Context: an optimization exercise on an open-source flow, tuned for small area, a short achievable clock period and few clock cycles. The choices shown serve that exercise and are no tape-out recipe.
Where RTL was checked, it was by simulation tests only, not by an equivalence proof against the original.
Power is estimated from default activity; no workload was simulated.

==> 11-02: inputs <==
==> flow/design.v (excerpt) <==
module ascii_codec (
    input  wire        clk,
    input  wire        rst,
    input  wire        cmd_valid,
    output wire        cmd_ready,
    input  wire [1:0]  cmd_op,
    input  wire [15:0] cmd_len,
    input  wire        in_valid,
    output wire        in_ready,
    input  wire [7:0]  in_data,
    output wire        out_valid,
    input  wire        out_ready,
    output wire [7:0]  out_data,
    output wire        done,
    output wire [7:0]  err_code
);
Settings: LEC_CHECK=0, CAP_MARGIN=20, CORE_MARGIN=2, CORE_UTILIZATION=40, SLEW_MARGIN=20; clock period 28.0 ns.
run.sh (not shown) runs the stock make flow with config.mk's settings and CLKGATE_MAP_FILE= SYNTH_SCRIPT=/design/flow/synth_recipe.tcl, a recipe that flattens the netlist after the stock synthesis.
==> 05-12: changes against 11-02 <==
--- a/flow/design.v
+++ b/flow/design.v
@@ -27,18 +27,18 @@
     reg [7:0]  f0, f1;           
     reg        f0v, f1v;
     reg        stopped;          
     reg        e0, e1, e4;       
     reg        hv;               
     reg [3:0]  hn;
     reg        tilde;            
     reg [2:0]  gcnt;             
-    reg [25:0] acc;              
     reg        padding;          
+    reg        dpad, epad;       
     reg [2:0]  pad_n;            
     reg        gstart;           
     reg [34:0] dg;               
     reg        zf;               
     reg        mv;               
     reg        mvz;              
     reg [2:0]  mvk;              
     reg        tailp;            
@@ -70,21 +70,22 @@
         else if (c >= 8'h41 && c <= 8'h46) hex_val = c[3:0] + 4'd9;
         else if (c >= 8'h61 && c <= 8'h66) hex_val = c[3:0] + 4'd9;
         else                               is_hex  = 1'b0;
     end
     wire       is_a85_digit = (c >= 8'h21) && (c <= 8'h75);
     function [7:0] hexch(input [3:0] v);
         hexch = (v < 4'd10) ? (8'h30 + {4'd0, v}) : (8'h57 + {4'd0, v});
     endfunction
-    wire [6:0]  dd      = padding ? 7'd84 : (c[6:0] - 7'd33);
+    wire [25:0] acc     = dg[25:0];
+    wire [6:0]  dd      = dpad ? 7'd84 : (c[6:0] - 7'd33);
     wire [32:0] acc33   = {7'd0, acc};
     wire [32:0] acc_nx  = (acc33 << 6) + (acc33 << 4) + (acc33 << 2) + acc33 + {26'd0, dd};
     wire        acc_ovf = acc_nx[32];
-    wire [7:0]  hb   = padding ? 8'd0 : c;
+    wire [7:0]  hb   = epad ? 8'd0 : c;
     wire [34:0] dsrc = gstart ? 35'd0 : dg;
     function [6:0] mod85(input [8:0] t, input [1:0] q);
         mod85 = t[6:0] + ((q == 2'd0) ? 7'd0 : (q == 2'd1) ? 7'd43 : (q == 2'd2) ? 7'd86 : 7'd1);
     endfunction
     function [1:0] div85(input [8:0] t);
         div85 = (t >= 9'd255) ? 2'd3 : (t >= 9'd170) ? 2'd2 : (t >= 9'd85) ? 2'd1 : 2'd0;
     endfunction
     function [8:0] tsum(input [6:0] w, input [6:0] u);
@@ -94,17 +95,17 @@
             s  = x ^ y ^ z;
             cy = (x & y) | (x & z) | (y & z);
             tsum = {1'b0, s} + {cy, 1'b0};
         end
     endfunction
     function [6:0] addk(input [6:0] m, input [1:0] k, input o);
         reg [6:0] mk;
         begin
-            mk = (k == 2'd0) ? m : (k == 2'd1) ? m + 7'd1 : (k == 2'd2) ? m + 7'd2 : m + 7'd3;
+            mk = m + {5'd0, k};
             addk = o ? {5'd0, mk[1:0] - 2'd1} : mk;
         end
     endfunction
     function wrap(input [8:0] t, input [1:0] k);
         reg [6:0] m;
         begin
             m = t[6:0];
             case (k)
@@ -135,27 +136,27 @@
     wire       o4 = wrap(t4, k3);
     wire [34:0] dg_nx = {addk(m4, k3, o4), addk(m3, k2, o3), addk(m2, k1, o2), addk(m1, k0, o1), m0};
     reg        pcons;            
     reg        push;             
     reg [2:0]  pk;
     reg [7:0]  P0, P1, P2, P3, P4;
     reg        stopped_n, e0_n, e1_n, e4_n;
     reg        hv_n;  reg [3:0] hn_n;
-    reg        tilde_n; reg [2:0] gcnt_n; reg [25:0] acc_n;
+    reg        tilde_n; reg [2:0] gcnt_n;
     reg        padding_n; reg [2:0] pad_n_n;
     reg [34:0] dg_n; reg zf_n, mv_n, mvz_n, tailp_n; reg [2:0] mvk_n;
     reg        dfree;
     reg        pend;             
     always @(*) begin
         pcons = 1'b0; push = 1'b0; pk = 3'd1;
         P0 = 8'd0; P1 = 8'd0; P2 = 8'd0; P3 = 8'd0; P4 = 8'd0;
         stopped_n = stopped; e0_n = e0; e1_n = e1; e4_n = e4;
         hv_n = hv; hn_n = hn;
-        tilde_n = tilde; gcnt_n = gcnt; acc_n = acc;
+        tilde_n = tilde; gcnt_n = gcnt;
         padding_n = padding; pad_n_n = pad_n;
         dg_n = dg; zf_n = zf; mv_n = mv; mvz_n = mvz; tailp_n = tailp; mvk_n = mvk;
         dfree = 1'b0;
         pend  = 1'b0;
         if (busy) begin
             if (stopped) pcons = f0v;
             case (op)
             OP_AHXD: begin
@@ -229,17 +230,17 @@
                             end else begin
                                 push = (pad_n != 3'd1);
                                 pk = pad_n - 3'd1;
                             end
                             padding_n = 1'b0;
                             gcnt_n = 3'd0;
                         end
                     end else begin
-                        acc_n  = acc_nx[25:0];
+                        dg_n = {9'd0, acc_nx[25:0]};
                         gcnt_n = gcnt + 3'd1;
                     end
                 end else if (!stopped) begin
                     if (f0v) begin
                         if (tilde) begin
                             pcons = 1'b1;
                             if (is_ws) begin
                             end else if (c == 8'h3E) begin
@@ -273,21 +274,21 @@
                                     pcons = 1'b1;
                                     if (acc_ovf) begin
                                         stopped_n = 1'b1;
                                         e1_n = 1'b1; e4_n = 1'b1;    
                                     end else begin
                                         push = 1'b1;
                                     end
                                     gcnt_n = 3'd0;
-                                    acc_n  = 26'd0;
+                                    dg_n = 35'd0;
                                 end
                             end else begin
                                 pcons = 1'b1;
-                                acc_n  = acc_nx[25:0];
+                                dg_n = {9'd0, acc_nx[25:0]};
                                 gcnt_n = gcnt + 3'd1;
                             end
                         end else begin
                             pcons = 1'b1;
                             stopped_n = 1'b1;
                             e4_n = 1'b1;                     
                         end
                     end else if (rem_z) begin
@@ -367,42 +368,50 @@
                             tailp_n = 1'b1;
                         end
                     end
                 end
             end
             endcase
         end
     end
-    wire [2:0] base  = occ - {2'd0, fire};      
-    wire       base0 = (base == 3'd0);
-    function [7:0] slot(input keep, input [7:0] cur, input [7:0] nxt,
+    wire [6:0] occ_gt;                           
+    assign occ_gt = {1'b0, occ == 3'd6, occ >= 3'd5, occ >= 3'd4, occ >= 3'd3, occ >= 3'd2, occ >= 3'd1};
+    wire       b0_f = (occ[2:1] == 2'b00);       
+    wire       b0_n = (occ == 3'd0);
+    function [7:0] slot(input j_gt, input j1_gt, input [7:0] cur, input [7:0] nxt,
                         input [7:0] pj, input [7:0] pjm1);
-        slot = keep ? (fire ? nxt : cur) : (base0 ? pj : pjm1);
+        reg [7:0] vf, vn;
+        begin
+            vf = j1_gt ? nxt : (b0_f ? pj : pjm1);
+            vn = j_gt  ? cur : (b0_n ? pj : pjm1);
+            slot = out_ready ? vf : vn;
+        end
     endfunction
     wire [2:0] pkk    = push ? pk : 3'd0;
     wire [2:0] occ_p  = occ + pkk;
-    wire [2:0] occ_m  = occ + pkk - 3'd1;
-    wire [2:0] occ_nx = fire ? occ_m : occ_p;
+    wire [2:0] occ_m  = b0_n ? pkk : occ + pkk - 3'd1;
+    wire [2:0] occ_nx = out_ready ? occ_m : occ_p;
+    wire       ov_nx  = out_ready ? (occ_m != 3'd0) : (occ_p != 3'd0);
     wire [1:0] fin_cnt = {pcons ? (f1v & in_fire) : (f1v | (f0v & in_fire)), 1'b0};
     wire finish = busy && stopped && !pend && rem_z && !f1v
                   && ((occ == 3'd0) || ((occ == 3'd1) && out_ready));
     always @(posedge clk) begin
         if (rst) begin
             busy    <= 1'b0;
             cmd_rdy <= 1'b1;
             in_rdy  <= 1'b0;
             done_r  <= 1'b0;
             f0v     <= 1'b0;
             f1v     <= 1'b0;
             occ     <= 3'd0;
             ov      <= 1'b0;
         end else begin
             occ <= occ_nx;
-            ov  <= (occ_nx != 3'd0);
+            ov  <= ov_nx;
             if (pcons) begin
                 f0v <= f1v | in_fire;
                 f1v <= f1v & in_fire;
             end else begin
                 f0v <= f0v | in_fire;
                 f1v <= f1v | (f0v & in_fire);
             end
             done_r <= finish;
@@ -417,39 +426,43 @@
                 if (finish) begin
                     busy    <= 1'b0;
                     cmd_rdy <= 1'b1;
                 end
             end
         end
     end
     always @(posedge clk) begin
-        ob0 <= slot(1'b0 < base, ob0, ob1, P0, P0);
-        ob1 <= slot(3'd1 < base, ob1, ob2, P1, P0);
-        ob2 <= slot(3'd2 < base, ob2, ob3, P2, P1);
-        ob3 <= slot(3'd3 < base, ob3, ob4, P3, P2);
-        ob4 <= slot(3'd4 < base, ob4, ob5, P4, P3);
-        ob5 <= slot(3'd5 < base, ob5, ob5, P4, P4);
+        ob0 <= slot(occ_gt[0], occ_gt[1], ob0, ob1, P0, P0);
+        ob1 <= slot(occ_gt[1], occ_gt[2], ob1, ob2, P1, P0);
+        ob2 <= slot(occ_gt[2], occ_gt[3], ob2, ob3, P2, P1);
+        ob3 <= slot(occ_gt[3], occ_gt[4], ob3, ob4, P3, P2);
+        ob4 <= slot(occ_gt[4], occ_gt[5], ob4, ob5, P4, P3);
+        ob5 <= slot(occ_gt[5], occ_gt[6], ob5, ob5, P4, P4);
         f0 <= (pcons ? !f1v : !f0v) ? in_data : (pcons ? f1 : f0);
         f1 <= (pcons || !f1v) ? in_data : f1;
         rem <= rem_nx;
         stopped <= stopped_n;
         e0 <= e0_n; e1 <= e1_n; e4 <= e4_n;
         hv <= hv_n; hn <= hn_n;
-        tilde <= tilde_n; gcnt <= gcnt_n; acc <= acc_n;
+        tilde <= tilde_n; gcnt <= gcnt_n;
         padding <= padding_n; pad_n <= pad_n_n;
+        dpad <= padding_n && (op == OP_A85D);
+        epad <= padding_n && (op == OP_A85E);
         dg <= dg_n; gstart <= (gcnt_n == 3'd0); zf <= zf_n; mv <= mv_n; mvz <= mvz_n; mvk <= mvk_n; tailp <= tailp_n;
         if (!busy) begin
             op      <= cmd_op;
             rem     <= cmd_len;
             stopped <= 1'b0;
             e0 <= 1'b0; e1 <= 1'b0; e4 <= 1'b0;
             hv      <= 1'b0;
             tilde   <= 1'b0;
             gcnt    <= 3'd0;
             gstart  <= 1'b1;
-            acc     <= 26'd0;
+            dg      <= 35'd0;
             padding <= 1'b0;
+            dpad    <= 1'b0;
+            epad    <= 1'b0;
             mv      <= 1'b0;
             tailp   <= 1'b0;
         end
     end
 endmodule
==> flow/flow/run.sh (new file) <==
#!/bin/bash
# The standard layout, with two changes to how it is made (the SDC, clock
# period and every other setting are the design's):
#  - every port still gets a buffer, but a plain buf_2 rather than the slow
#    delay buffer buffer_ports picks by default;
#  - the repair steps aim for extra setup slack.
set -euo pipefail
bash standard.sh "BUFFER_PORTS_ARGS=-buffer_cell sky130_fd_sc_hd__buf_2" SETUP_SLACK_MARGIN=21 finish > standard_flow.log 2>&1
==> flow/standard.sh (new file) <==
#!/bin/bash
# synth_recipe.tcl (not shown) runs the flow's synth.tcl, then flattens the netlist and writes it again
# the make line also repeats each setting of config.mk as NAME=value (left out here)
make -C /OpenROAD-flow-scripts/flow DESIGN_CONFIG=/design/flow/config.mk WORK_HOME=/design/flow/orfs CLKGATE_MAP_FILE= SYNTH_SCRIPT=/design/flow/synth_recipe.tcl "${@:-finish}"
removed: flow/run.sh
==> notes.md <==
Result of the run: 11-02 timing/DRC/antenna clean; 05-12 timing/DRC/antenna clean
Core Area: 11-02 46,650 um^2; 05-12 45,380 um^2
Hold EP: 11-02 cmd_rdy; 05-12 e4
Initial Util: 11-02 0.4064; 05-12 0.4055
Leakage power figure: 11-02 8.496 nW; 05-12 8.940 nW
Global-route met1 utilization: 11-02 0.2977; 05-12 0.3458
Shortest clock period the worst path allows after layout: 11-02 8.692 ns; 05-12 7.221 ns
Startpoint type of the worst setup path: 11-02 input pin; 05-12 flop
Fraction of the cycle the final worst path needs: 11-02 0.3104; 05-12 0.2579
Via count of the first global-routing pass: 11-02 16,010; 05-12 16,140
Required time of the worst setup path: 11-02 28.21 ns; 05-12 28.33 ns
Maximum number of pins on one net before global-route repair: 11-02 53; 05-12 59
Total length of routed met2 wires: 11-02 25,170 um; 05-12 26,890 um
Worst EP arrival: 11-02 8.90 ns; 05-12 7.55 ns
Post-Syn Area: 11-02 18,960 um^2; 05-12 18,400 um^2
Clock share of power: 11-02 0.229; 05-12 0.323
Endpoint of the most critical setup path: 11-02 ob0[0]; 05-12 dg[34]
Synth Area in Compound Gates: 11-02 0.2073; 05-12 0.2437
Total half-perimeter wirelength after legalization and detailed placement: 11-02 42,240 um; 05-12 45,000 um
Non-clock buffer area fraction after layout: 11-02 0.02742; 05-12 0.03363
Testbench counts of 11-02, summed over its fixed seeds: cycles 65,816.
Function not checked in 05-12: the RTL went through the layout flow alone.

========
==> inputs of trial 86 <==
ascii_codec, a different RTL version from the one above (not shown whole).
Design ascii_codec, start of the top module:
module ascii_codec (
    input  wire        clk,
    input  wire        rst,
    input  wire        cmd_valid,
    output wire        cmd_ready,
    input  wire [1:0]  cmd_op,
    input  wire [15:0] cmd_len,
    input  wire        in_valid,
    output wire        in_ready,
    input  wire [7:0]  in_data,
    output wire        out_valid,
    input  wire        out_ready,
    output wire [7:0]  out_data,
    output wire        done,
    output wire [7:0]  err_code
);
clock: 28.0 ns
lec_check: 0
cap_margin: 20
core_margin: 2
core_utilization: 40
slew_margin: 20
standard.sh (not shown) runs the stock make flow with config.mk's settings and CLKGATE_MAP_FILE= SYNTH_SCRIPT=/design/flow/synth_recipe.tcl, a recipe that flattens the netlist after the stock synthesis.
==> flow/flow/run.sh <==
#!/bin/bash
# The standard layout, with these changes to how it is made (the SDC, clock
# period and every other setting are the design's):
#  - every port still gets a buffer, but a plain buf_2 rather than the slow
#    delay buffer buffer_ports picks by default;
#  - the repair steps aim for extra setup slack, and may resize a cell to
#    any drive strength (not only ones with the same footprint).
set -euo pipefail
bash standard.sh "BUFFER_PORTS_ARGS=-buffer_cell sky130_fd_sc_hd__buf_2" \
    SETUP_SLACK_MARGIN=21 MATCH_CELL_FOOTPRINT=0 finish > standard_flow.log 2>&1
==> inputs of trial 10, as changes to trial 86 <==
--- a/flow/design.v
+++ b/flow/design.v
@@ -79,11 +79,11 @@
     wire [6:0]  dd      = dpad ? 7'd84 : (c[6:0] - 7'd33);
     wire [32:0] acc33   = {7'd0, acc};
     wire [32:0] acc_nx  = (acc33 << 6) + (acc33 << 4) + (acc33 << 2) + acc33 + {26'd0, dd};
     wire        acc_ovf = acc_nx[32];
     wire [7:0]  hb   = epad ? 8'd0 : c;
-    wire [34:0] dsrc = gstart ? 35'd0 : dg;
+    wire [34:0] dsrc = dg;
     function [6:0] mod85(input [8:0] t, input [1:0] q);
         mod85 = t[6:0] + ((q == 2'd0) ? 7'd0 : (q == 2'd1) ? 7'd43 : (q == 2'd2) ? 7'd86 : 7'd1);
     endfunction
     function [1:0] div85(input [8:0] t);
         div85 = (t >= 9'd255) ? 2'd3 : (t >= 9'd170) ? 2'd2 : (t >= 9'd85) ? 2'd1 : 2'd0;
@@ -124,19 +124,35 @@
     wire [8:0] t0 = {2'd0, d0} + {1'b0, hb};
     wire [8:0] t1 = tsum(d1, d0), t2 = tsum(d2, d1), t3 = tsum({2'd0, d3[4:0]}, d2);    
     wire [1:0] q0 = div85(t0), q1 = div85(t1), q2 = div85(t2), q3 = div85(t3);
     wire [6:0] m0 = mod85(t0, q0), m1 = mod85(t1, q1), m2 = mod85(t2, q2);
     wire [6:0] m3 = mod85(t3, q3);
+    function [6:0] pick(input [6:0] mq, input [6:0] mq1, input oin, input o);
+        reg [6:0] mk;
+        begin
+            mk = oin ? mq1 : mq;
+            pick = o ? {5'd0, mk[1:0] - 2'd1} : mk;
+        end
+    endfunction
     wire [1:0] k0 = q0;
     wire       o1 = wrap(t1, k0);
+    wire [6:0] n1 = addk(m1, k0, o1);
     wire [1:0] k1 = o1 ? q1 + 2'd1 : q1;
     wire       o2 = wrap(t2, k1);
+    wire [6:0] m2q = m2 + {5'd0, q1}, m2q1 = m2 + {5'd0, q1} + 7'd1;
+    wire [6:0] n2 = pick(m2q, m2q1, o1, o2);
     wire [1:0] k2 = o2 ? q2 + 2'd1 : q2;
     wire       o3 = wrap(t3, k2);
+    wire [6:0] m3q = m3 + {5'd0, q2}, m3q1 = m3 + {5'd0, q2} + 7'd1;
+    wire [6:0] n3 = pick(m3q, m3q1, o2, o3);
     wire [1:0] k3 = o3 ? q3 + 2'd1 : q3;
-    wire [6:0] n4 = {d3[4:0], 1'b0} + {2'd0, d3[4:0]} + {5'd0, k3};
-    wire [34:0] dg_nx = {n4, addk(m3, k2, o3), addk(m2, k1, o2), addk(m1, k0, o1), m0};
+    wire [6:0] p4q  = {d3[4:0], 1'b0} + {2'd0, d3[4:0]} + {5'd0, q3};
+    wire [6:0] p4q1 = p4q + 7'd1;
+    wire [6:0] n4 = o3 ? p4q1 : p4q;
+    wire [34:0] dg_nx = {n4, n3, n2, n1, m0};
+    wire [1:0]  qs = div85({1'b0, c});
+    wire [34:0] dg_st = {21'd0, 5'd0, qs, mod85({1'b0, c}, qs)};
     reg        pcons;            
     reg        push;             
     reg [2:0]  pk;
     reg [7:0]  P0, P1, P2, P3, P4;
     reg        stopped_n, e0_n, e1_n, e4_n;
@@ -346,11 +362,11 @@
                     end
                 end else if (!stopped) begin
                     if (f0v) begin
                         if (dfree) begin
                             pcons = 1'b1;
-                            dg_n = dg_nx;
+                            dg_n = gstart ? dg_st : dg_nx;
                             zf_n = (gstart || zf) && (c == 8'd0);
                             if (gcnt == 3'd3) begin
                                 gcnt_n = 3'd0;
                                 mv_n = 1'b1;
                                 mvz_n = 1'b1;
--- a/flow/flow/run.sh
+++ b/flow/flow/run.sh
@@ -5,6 +5,6 @@
 #    delay buffer buffer_ports picks by default;
 #  - the repair steps aim for extra setup slack, and may resize a cell to
 #    any drive strength (not only ones with the same footprint).
 set -euo pipefail
 bash standard.sh "BUFFER_PORTS_ARGS=-buffer_cell sky130_fd_sc_hd__buf_2" \
-    SETUP_SLACK_MARGIN=21 MATCH_CELL_FOOTPRINT=0 finish > standard_flow.log 2>&1
+    SETUP_SLACK_MARGIN=21.35 MATCH_CELL_FOOTPRINT=0 finish > standard_flow.log 2>&1
==> qor summary <==
Non-CTS inverters: trial 86 93; trial 10 119
Fraction of layout instances using a drive strength above 1: trial 86 11.3%; trial 10 9.00%
Synth Area per Inst: trial 86 8.35 µm²; trial 10 8.46 µm²
Result of the run: trial 86 timing/DRC/antenna clean; trial 10 timing/DRC/antenna clean
Seq/total area: trial 86 21.5%; trial 10 21.5%
Number of global-route vias before repair: trial 86 14.8k; trial 10 14.6k
Die Y-Extent: trial 86 211 µm; trial 10 212 µm
Time the final worst path needs with I/O delays and setup: trial 86 7.44 ns; trial 10 6.64 ns
Post-cts sizing count: trial 86 29; trial 10 17
Fin Clk Skew: trial 86 0.0122 ns; trial 10 0.0153 ns
Power in sequential cells: trial 86 307 µW; trial 10 322 µW
Number of clock buffers in the layout: trial 86 18; trial 10 17
Minimum setup slack after placement: trial 86 20.02 ns; trial 10 20.53 ns
Post-route design area: trial 86 18,800 µm²; trial 10 18,900 µm²
Internal: trial 86 499 µW; trial 10 580 µW
Wire length of the first global-routing pass: trial 86 84,500 µm; trial 10 80,700 µm
Detail Route met3 WL: trial 86 3340 µm; trial 10 3280 µm
Testbench counts of trial 10, summed over its fixed seeds: cycles 65,816.
Only the layout flow was run in trial 86; the RTL was not checked for function there.

port drivers added, routing unchanged:
How much do the figures lean on ideal ports? The routed layouts below were timed once more, with nothing changed but the port constraints.
Step 1: set_driving_cell puts a clkbuf_16 on clk and a buf_2 on each other input, an assumption about the parent block.
Step 2 moves the port delays by t, midway between the first and last clock arrival at a register: inputs arrive t later, outputs are due t later. That takes back most of the time a late clock gives input paths.
Three values: no drivers, after step 1, after step 2; two values: the first two.
run | t, ns | slack for setup (ns) | hold slack, ns | clock arrival spread, ns | slew at the worst register clock pin (ns)
11-02 | 0.506 | 19.308 / 19.322 / 18.816 | 0.477 / 0.477 / 0.477 | 0.016 / 0.017 | 0.08 / 0.08
05-12 | 0.489 | 20.779 / 20.779 / 20.608 | 0.471 / 0.471 / 0.471 | 0.012 / 0.013 | 0.07 / 0.07
trial 86 | 0.490 | 20.564 / 20.564 / 20.564 | 0.453 / 0.453 / 0.453 | 0.013 / 0.012 | 0.08 / 0.08
trial 10 | 0.492 | 21.360 / 21.322 / 20.896 | 0.469 / 0.469 / 0.469 | 0.016 / 0.015 | 0.07 / 0.07
After both steps every run listed still meets setup and hold. The setup slack of 11-02, which loses most, moves by +0.014 ns with the drivers and by -0.492 ns with both steps.
